Context: an optimization exercise on an open-source flow, tuned for small area, a short achievable clock period and few clock cycles per item. The choices shown serve that exercise and are no tape-out recipe.
The RTL was checked by simulation tests, not by an equivalence proof against the original design.
No activity file was given, so power comes from the tool's default toggle rates.

==> flow/design.v (excerpt) <==
module huf_codegen #(
    parameter N  = 16,                  
    parameter FW = 16                   
) (
    input  wire                     clk,
    input  wire                     rst,         
    input  wire                     in_valid,
    output wire                     in_ready,
    input  wire [FW-1:0]            in_freq,
    output wire                     out_valid,
    input  wire                     out_ready,
    output wire [$clog2(N)-1:0]     out_sym,
    output wire [$clog2(N)-1:0]     out_len,
    output wire [N-2:0]             out_code
);
Size in the first run: about 7500 cells after synthesis, roughly 1100 flip-flops, roughly 45 I/O pins, ~64000 um^2 of cells after synthesis.
==> flow/config.mk <==
export PLATFORM = sky130hd
export DESIGN_NAME = huf_codegen
export DESIGN_NICKNAME = huf_codegen
export VERILOG_FILES = /design/flow/design.v
export SDC_FILE = /design/flow/constraint.sdc
export NUM_CORES = 4
export LEC_CHECK = 0
export CAP_MARGIN = 20
export CORE_MARGIN = 2
export CORE_UTILIZATION = 65
export SLEW_MARGIN = 20
==> flow/constraint.sdc <==
create_clock -name core_clock -period 25.0 [get_ports {clk}]
set_input_delay 5.0000 -clock core_clock [delete_from_list [all_inputs] [get_ports {clk}]]
set_output_delay 5.0000 -clock core_clock [all_outputs]
set_load 0.01 [all_outputs]
standard.sh (not shown) runs the stock make flow with config.mk's settings and CLKGATE_MAP_FILE= SYNTH_SCRIPT=/design/flow/synth_recipe.tcl, a recipe that flattens the netlist after the stock synthesis.
==> flow/flow/run.sh <==
#!/bin/bash
set -euo pipefail
bash standard.sh SETUP_SLACK_MARGIN=18.55 TNS_END_PERCENT=0 finish > make_finish.log 2>&1
Testbench counts at the start, summed over its fixed seeds: cycles 25,880, tables 1,600.
Rerun with:
==> flow/flow/run.sh (replaced) <==
#!/bin/bash
set -euo pipefail
bash standard.sh SETUP_SLACK_MARGIN=18.55 TNS_END_PERCENT=20 finish > make_finish.log 2>&1
Settings changed: CORE_UTILIZATION 65 to 60, CTS_BUF_LIST set to sky130_fd_sc_hd__clkbuf_16, CTS_CLUSTER_DIAMETER set to 100, CTS_CLUSTER_SIZE set to 14.
Routed wire length increases by 1.9%. Register-to-register slack improves by 0.20 ns. Via count went down by 1.4%. Total power fell by 12%.


The RTL this note starts from:
==> flow/design.v <==
module huf_codegen #(
    parameter N  = 16,                  
    parameter FW = 16                   
) (
    input  wire                     clk,
    input  wire                     rst,         
    input  wire                     in_valid,
    output wire                     in_ready,
    input  wire [FW-1:0]            in_freq,
    output wire                     out_valid,
    input  wire                     out_ready,
    output wire [$clog2(N)-1:0]     out_sym,
    output wire [$clog2(N)-1:0]     out_len,
    output wire [N-2:0]             out_code
);
    localparam SW  = $clog2(N);         
    localparam KW  = FW + SW;           
    localparam CW  = N - 1;             
    localparam [KW-1:0] INF  = {KW{1'b1}};
    localparam [FW:0]   AINF = {1'b1, {FW{1'b0}}};
    localparam H1  = 5;                 
    localparam H2  = 10;                
    integer i, ia, ib, j1, j2, j3;
    function automatic f_le(input [KW-1:0] a, input [KW-1:0] b);
        reg c;
        integer k;
        begin
            c = 1'b0;
            for (k = 0; k < KW; k = k + 1)
                c = (~b[k] & a[k]) | ((~b[k] | a[k]) & c);
            f_le = ~c;
        end
    endfunction
    reg  [FW-1:0] in_q;
    reg           ins_v;                
    reg  [SW:0]   ains;                 
    reg  [SW:0]   akc;                  
    reg  [N-1:0]  aocc;                 
    wire ins_go  = ins_v && !ains[SW];
    assign in_ready = !ins_v || !ains[SW];
    wire accept  = in_valid && in_ready;
    wire ins_nz  = (in_q != 0);
    reg  [FW:0]   akey [0:N-1];
    reg  [SW-1:0] atag [0:N-1];
    reg  [FW:0]   akey_n [0:N-1];
    reg  [SW-1:0] atag_n [0:N-1];
    reg  [N:0]    ale;
    wire [FW:0]   av   = ins_nz ? {1'b0, in_q} : AINF;
    wire [SW-1:0] avt  = ains[SW-1:0];
    wire          acomp = ains[SW] || (ins_v && ains == N - 1);
    wire [SW:0]   akfin = akc + (ins_go && ins_nz);
    reg  [KW-1:0] bkey [0:N-1];
    reg  [SW-1:0] btag [0:N-1];
    reg  [KW-1:0] bsum;                 
    reg           bact;                 
    reg  [SW-1:0] bsteps;               
    reg  [SW-1:0] bm;                   
    reg           bmy;                  
    reg  [SW-1:0] bnm;                  
    reg           bcur;                 
    reg           bufv [0:1];           
    reg           bufd [0:1];           
    reg  [SW-1:0] nm   [0:1];           
    reg  [SW-1:0] lgx  [0:1][0:CW-1];
    reg  [SW-1:0] lgy  [0:1][0:CW-1];
    reg  [SW-1:0] isym;                 
    reg           obuf;                 
    wire          bnext = ~bcur;
    wire          bfree = !bufv[bnext];
    wire          bload = acomp && (!bact || bsteps == 1) && bfree;
    wire [KW-1:0] a12  = {{(SW-1){1'b0}}, akey[1]} + {{(SW-1){1'b0}}, akey[2]};
    wire [KW-1:0] a1v  = {{(SW-1){1'b0}}, akey[1]} + {{(SW-1){1'b0}}, av};
    wire [KW-1:0] a01  = {{(SW-1){1'b0}}, akey[0]} + {{(SW-1){1'b0}}, akey[1]};
    wire [KW-1:0] b23  = bkey[2] + bkey[3];
    wire [KW-1:0] b2s  = bkey[2] + bsum;
    reg  [N+1:0]  ble;
    reg  [KW-1:0] bkey_n [0:N-1];
    reg  [SW-1:0] btag_n [0:N-1];
    reg  [KW-1:0] bsum_n;
    always @(*) begin
        for (ia = 0; ia < N; ia = ia + 1)
            ale[ia] = !aocc[ia] || f_le({{(SW-1){1'b0}}, akey[ia]}, {{(SW-1){1'b0}}, av});
        ale[N] = 1'b0;
        for (ia = 0; ia < N; ia = ia + 1) begin
            akey_n[ia] = akey[ia];
            atag_n[ia] = atag[ia];
            if (ins_go) begin
                if (ale[ia + 1]) begin
                    akey_n[ia] = akey[(ia + 1) % N];
                    atag_n[ia] = atag[(ia + 1) % N];
                end else if (ale[ia]) begin
                    akey_n[ia] = av;
                    atag_n[ia] = avt;
                end
            end
        end
        ble = 0;
        for (ib = 2; ib < N; ib = ib + 1)
            ble[ib] = f_le(bkey[ib], bsum);
        ble[1] = 1'b1;
        for (ib = 0; ib < N; ib = ib + 1) begin
            if (bload) begin
                bkey_n[ib] = akey_n[ib][FW] ? INF : {{SW{1'b0}}, akey_n[ib][FW-1:0]};
                btag_n[ib] = atag_n[ib];
            end else if (ble[ib + 2]) begin
                bkey_n[ib] = (ib + 2 < N) ? bkey[(ib + 2) % N] : INF;
                btag_n[ib] = btag[(ib + 2) % N];
            end else if (ble[ib + 1]) begin
                bkey_n[ib] = bsum;
                btag_n[ib] = btag[0];
            end else begin
                bkey_n[ib] = (ib + 1 < N) ? bkey[(ib + 1) % N] : INF;
                btag_n[ib] = btag[(ib + 1) % N];
            end
        end
        if (bload)
            bsum_n = ({KW{!ins_go}} & a01) | ({KW{ins_go && ale[2]}} & a12) |
                     ({KW{ins_go && !ale[2]}} & a1v);
        else
            bsum_n = ({KW{ble[3]}} & b23) | ({KW{!ble[3]}} & b2s);
    end
    always @(posedge clk) begin
        for (i = 0; i < N; i = i + 1) begin
            akey[i] <= akey_n[i];
            atag[i] <= atag_n[i];
            bkey[i] <= bkey_n[i];
            btag[i] <= btag_n[i];
        end
        bsum <= bsum_n;
        if (ins_go || !ins_v)
            in_q <= in_freq;
        if (bact) begin
            lgx[bcur][bm] <= btag[0];
            lgy[bcur][bm] <= bmy ? btag[1] : btag[0];
        end
        if (bact && bsteps == 1)
            nm[bcur] <= bnm;
    end
    reg  [2:0]    oc;                   
    reg  [SW-1:0] osym;                 
    reg  [SW-1:0] q_len  [0:2];
    reg  [CW-1:0] q_code [0:2];
    reg           s1_v, s1_buf;
    reg  [SW-1:0] s1_t;
    reg  [H1:0]   s1_r;                 
    reg           s2_v, s2_buf;
    reg  [SW-1:0] s2_t;
    reg  [H2:0]   s2_r;                 
    wire pop    = oc[0] && out_ready;
    wire room   = !oc[0] ||
                  (!oc[1] && (out_ready || !(s1_v && s2_v))) ||
                  (!oc[2] && oc[1] && ((!s1_v && !s2_v) || (out_ready && !(s1_v && s2_v)))) ||
                  (oc[2] && out_ready && !s1_v && !s2_v);
    wire issue  = bufd[obuf] && room;
    reg  [SW-1:0] t1, t2, t3;
    reg  [CW:0]   r1, r2, r3;
    reg           h1, h2, h3;
    reg  [SW-1:0] f_len;
    reg  [CW-1:0] f_code;
    always @(*) begin
        t1 = isym;
        r1 = {1'b1, {CW{1'b0}}};
        for (j1 = 0; j1 < H1; j1 = j1 + 1) begin
            h1 = (j1 < nm[obuf]) && (t1 == lgx[obuf][j1] || t1 == lgy[obuf][j1]);
            if (h1) begin
                r1 = {t1 != lgx[obuf][j1], r1[CW:1]};
                t1 = lgx[obuf][j1];
            end
        end
    end
    always @(*) begin
        t2 = s1_t;
        r2 = {s1_r, {(CW-H1){1'b0}}};
        for (j2 = H1; j2 < H2; j2 = j2 + 1) begin
            h2 = (j2 < nm[s1_buf]) && (t2 == lgx[s1_buf][j2] || t2 == lgy[s1_buf][j2]);
            if (h2) begin
                r2 = {t2 != lgx[s1_buf][j2], r2[CW:1]};
                t2 = lgx[s1_buf][j2];
            end
        end
    end
    always @(*) begin
        t3 = s2_t;
        r3 = {s2_r, {(CW-H2){1'b0}}};
        for (j3 = H2; j3 < CW; j3 = j3 + 1) begin
            h3 = (j3 < nm[s2_buf]) && (t3 == lgx[s2_buf][j3] || t3 == lgy[s2_buf][j3]);
            if (h3) begin
                r3 = {t3 != lgx[s2_buf][j3], r3[CW:1]};
                t3 = lgx[s2_buf][j3];
            end
        end
        f_len  = 0;
        f_code = 0;
        for (j3 = CW; j3 >= 0; j3 = j3 - 1)
            if (r3[j3]) begin
                f_len  = CW - j3;
                f_code = r3 >> (j3 + 1);
            end
    end
    assign out_valid = oc[0];
    assign out_sym   = osym;
    assign out_len   = q_len[0];
    assign out_code  = q_code[0];
    always @(posedge clk) begin
        s1_t   <= t1;
        s1_r   <= r1[CW:CW-H1];
        s1_buf <= obuf;
        s2_t   <= t2;
        s2_r   <= r2[CW:CW-H2];
        s2_buf <= s1_buf;
        for (i = 0; i < 3; i = i + 1) begin
            if (pop ? (s2_v && oc[i] && (i == 2 || !oc[i + 1]))
                    : (s2_v && !oc[i] && (i == 0 || oc[i - 1]))) begin
                q_len[i]  <= f_len;
                q_code[i] <= f_code;
            end else if (pop && i < 2) begin
                q_len[i]  <= q_len[(i + 1) % 3];
                q_code[i] <= q_code[(i + 1) % 3];
            end
        end
        if (rst) begin
            ins_v  <= 1'b0;
            ains   <= 0;
            akc    <= 0;
            aocc   <= 0;
            bact   <= 1'b0;
            bsteps <= 0;
            bm     <= 0;
            bmy    <= 1'b0;
            bnm    <= 0;
            bcur   <= 1'b1;
            bufv[0] <= 1'b0; bufv[1] <= 1'b0;
            bufd[0] <= 1'b0; bufd[1] <= 1'b0;
            s1_v   <= 1'b0;
            s2_v   <= 1'b0;
            oc     <= 3'b000;
            osym   <= 0;
            isym   <= 0;
            obuf   <= 1'b0;
        end else begin
            ins_v <= accept || (ins_v && !ins_go);
            if (bload) begin
                ains <= 0;
                akc  <= 0;
                aocc <= 0;
            end else if (ins_go) begin
                ains <= ains + 1'b1;
                akc  <= akfin;
                aocc <= {1'b1, aocc[N-1:1]};
            end
            if (bact) begin
                bsteps <= bsteps - 1'b1;
                bm     <= bm + 1'b1;
                if (bsteps == 1) begin
                    bact       <= 1'b0;
                    bufd[bcur] <= 1'b1;
                end
            end
            if (bload) begin
                bact        <= 1'b1;
                bcur        <= bnext;
                bufv[bnext] <= 1'b1;
                bm          <= 0;
                bsteps      <= (akfin >= 2) ? akfin - 1'b1 : 1'b1;
                bmy         <= (akfin >= 2);
                bnm         <= (akfin >= 2) ? akfin - 1'b1 : akfin;
            end
            s1_v <= issue;
            s2_v <= s1_v;
            if (issue) begin
                isym <= isym + 1'b1;
                if (isym == N - 1) begin
                    obuf         <= ~obuf;
                    bufv[obuf]   <= 1'b0;
                    bufd[obuf]   <= 1'b0;
                end
            end
            if (pop)
                osym <= osym + 1'b1;
            if (s2_v && !pop)
                oc <= {oc[1:0], 1'b1};
            else if (!s2_v && pop)
                oc <= {1'b0, oc[2:1]};
        end
    end
endmodule
export LEC_CHECK = 0
export CAP_MARGIN = 20
export CORE_MARGIN = 2
export CORE_UTILIZATION = 65
export CTS_BUF_LIST = sky130_fd_sc_hd__clkbuf_8
export CTS_CLUSTER_SIZE = 30
export SLEW_MARGIN = 20
create_clock -name core_clock -period 25.0 [get_ports {clk}]
==> flow/flow/run.sh <==
#!/bin/bash
# Standard layout, with repair_timing aiming for extra setup slack so that the
# resizer sizes and buffers the critical paths (the SDC is unchanged).
set -euo pipefail
bash standard.sh SETUP_SLACK_MARGIN=18.5 finish > make_finish.log 2>&1
The first run produced a clean layout.
Testbench counts at the start, summed over its fixed seeds: cycles 25,880, tables 1,600.
Change:
==> flow/flow/run.sh (replaced) <==
#!/bin/bash
set -euo pipefail
bash standard.sh SETUP_SLACK_MARGIN=18.5 TNS_END_PERCENT=0 finish > make_finish.log 2>&1
After rerunning: Die area stays the same; count of clock-buffer cells in the layout drops by 1; global-route usage drops by 0.67 points.
Change:
==> flow/flow/run.sh (replaced) <==
#!/bin/bash
# Standard layout, with repair_timing aiming for extra setup slack so that the
# resizer sizes and buffers the critical paths (the SDC is unchanged).
set -euo pipefail
bash standard.sh SETUP_SLACK_MARGIN=18.5 finish > make_finish.log 2>&1
- CTS_BUF_LIST: sky130_fd_sc_hd__clkbuf_8 -> unset
- CTS_CLUSTER_SIZE: 30 -> unset
=> Clock skew rose by 0.0038 ns. Wire length came out higher by about 1.2%. Non-clock buffer count goes up by 75. Die area stays the same. Critical path depth drops by 2. Worst setup slack improved by 0.11 ns. Area after synthesis is unchanged. Clock power came out higher by about 10%.
Change:
==> flow/flow/run.sh (replaced) <==
#!/bin/bash
set -euo pipefail
bash standard.sh SETUP_SLACK_MARGIN=18.5 TNS_END_PERCENT=0 finish > make_finish.log 2>&1
- CORE_UTILIZATION: 65 -> 60
Clock skew hardly moves.
Setup slack degrades by 0.20 ns.
Combinational power falls by 3.1%.

[separate check: timing with driven ports]
The flow's constraints put no driver on any port. The routed layouts listed below were extracted and timed again, unchanged, in two steps.
Step 1 (the two cells are an assumption about what drives the block):
set clk [get_ports {clk}]
set_driving_cell -lib_cell sky130_fd_sc_hd__clkbuf_16 $clk
set_driving_cell -lib_cell sky130_fd_sc_hd__buf_2 [delete_from_list [all_inputs] $clk]
Step 2, shift: input delay + t, output delay - t, t = (earliest + latest rising clock arrival at the registers) / 2. This alone moves slack from input paths to output paths.
a / b / c = no drivers / after step 1 / after step 2; a / b = the first two.
| run | t (ns) | slack for setup (ns) | clock arrival spread, ns | cell pins on the clock port's net |
|---|---|---|---|---|
| the first run of note 1 | 0.801 | 18.316 / 18.240 / 17.602 | 0.031 / 0.031 | 1 |
| the second run of note 1 | 0.766 | 18.310 / 18.234 / 17.752 | 0.032 / 0.033 | 1 |
| the first run of note 2 | 0.930 | 18.457 / 18.387 / 17.671 | 0.042 / 0.043 | 1 |
| the second run of note 2 | 0.943 | 18.423 / 18.350 / 17.697 | 0.054 / 0.054 | 1 |
| the third run of note 2 | 0.788 | 18.535 / 18.460 / 17.987 | 0.062 / 0.062 | 1 |
| the fourth run of note 2 | 0.791 | 18.333 / 18.260 / 17.764 | 0.056 / 0.056 | 1 |
After both steps every run listed still meets setup and hold. For the first run of note 2, which loses most, drivers alone change the setup slack by -0.070 ns; drivers and shift together by -0.786 ns.
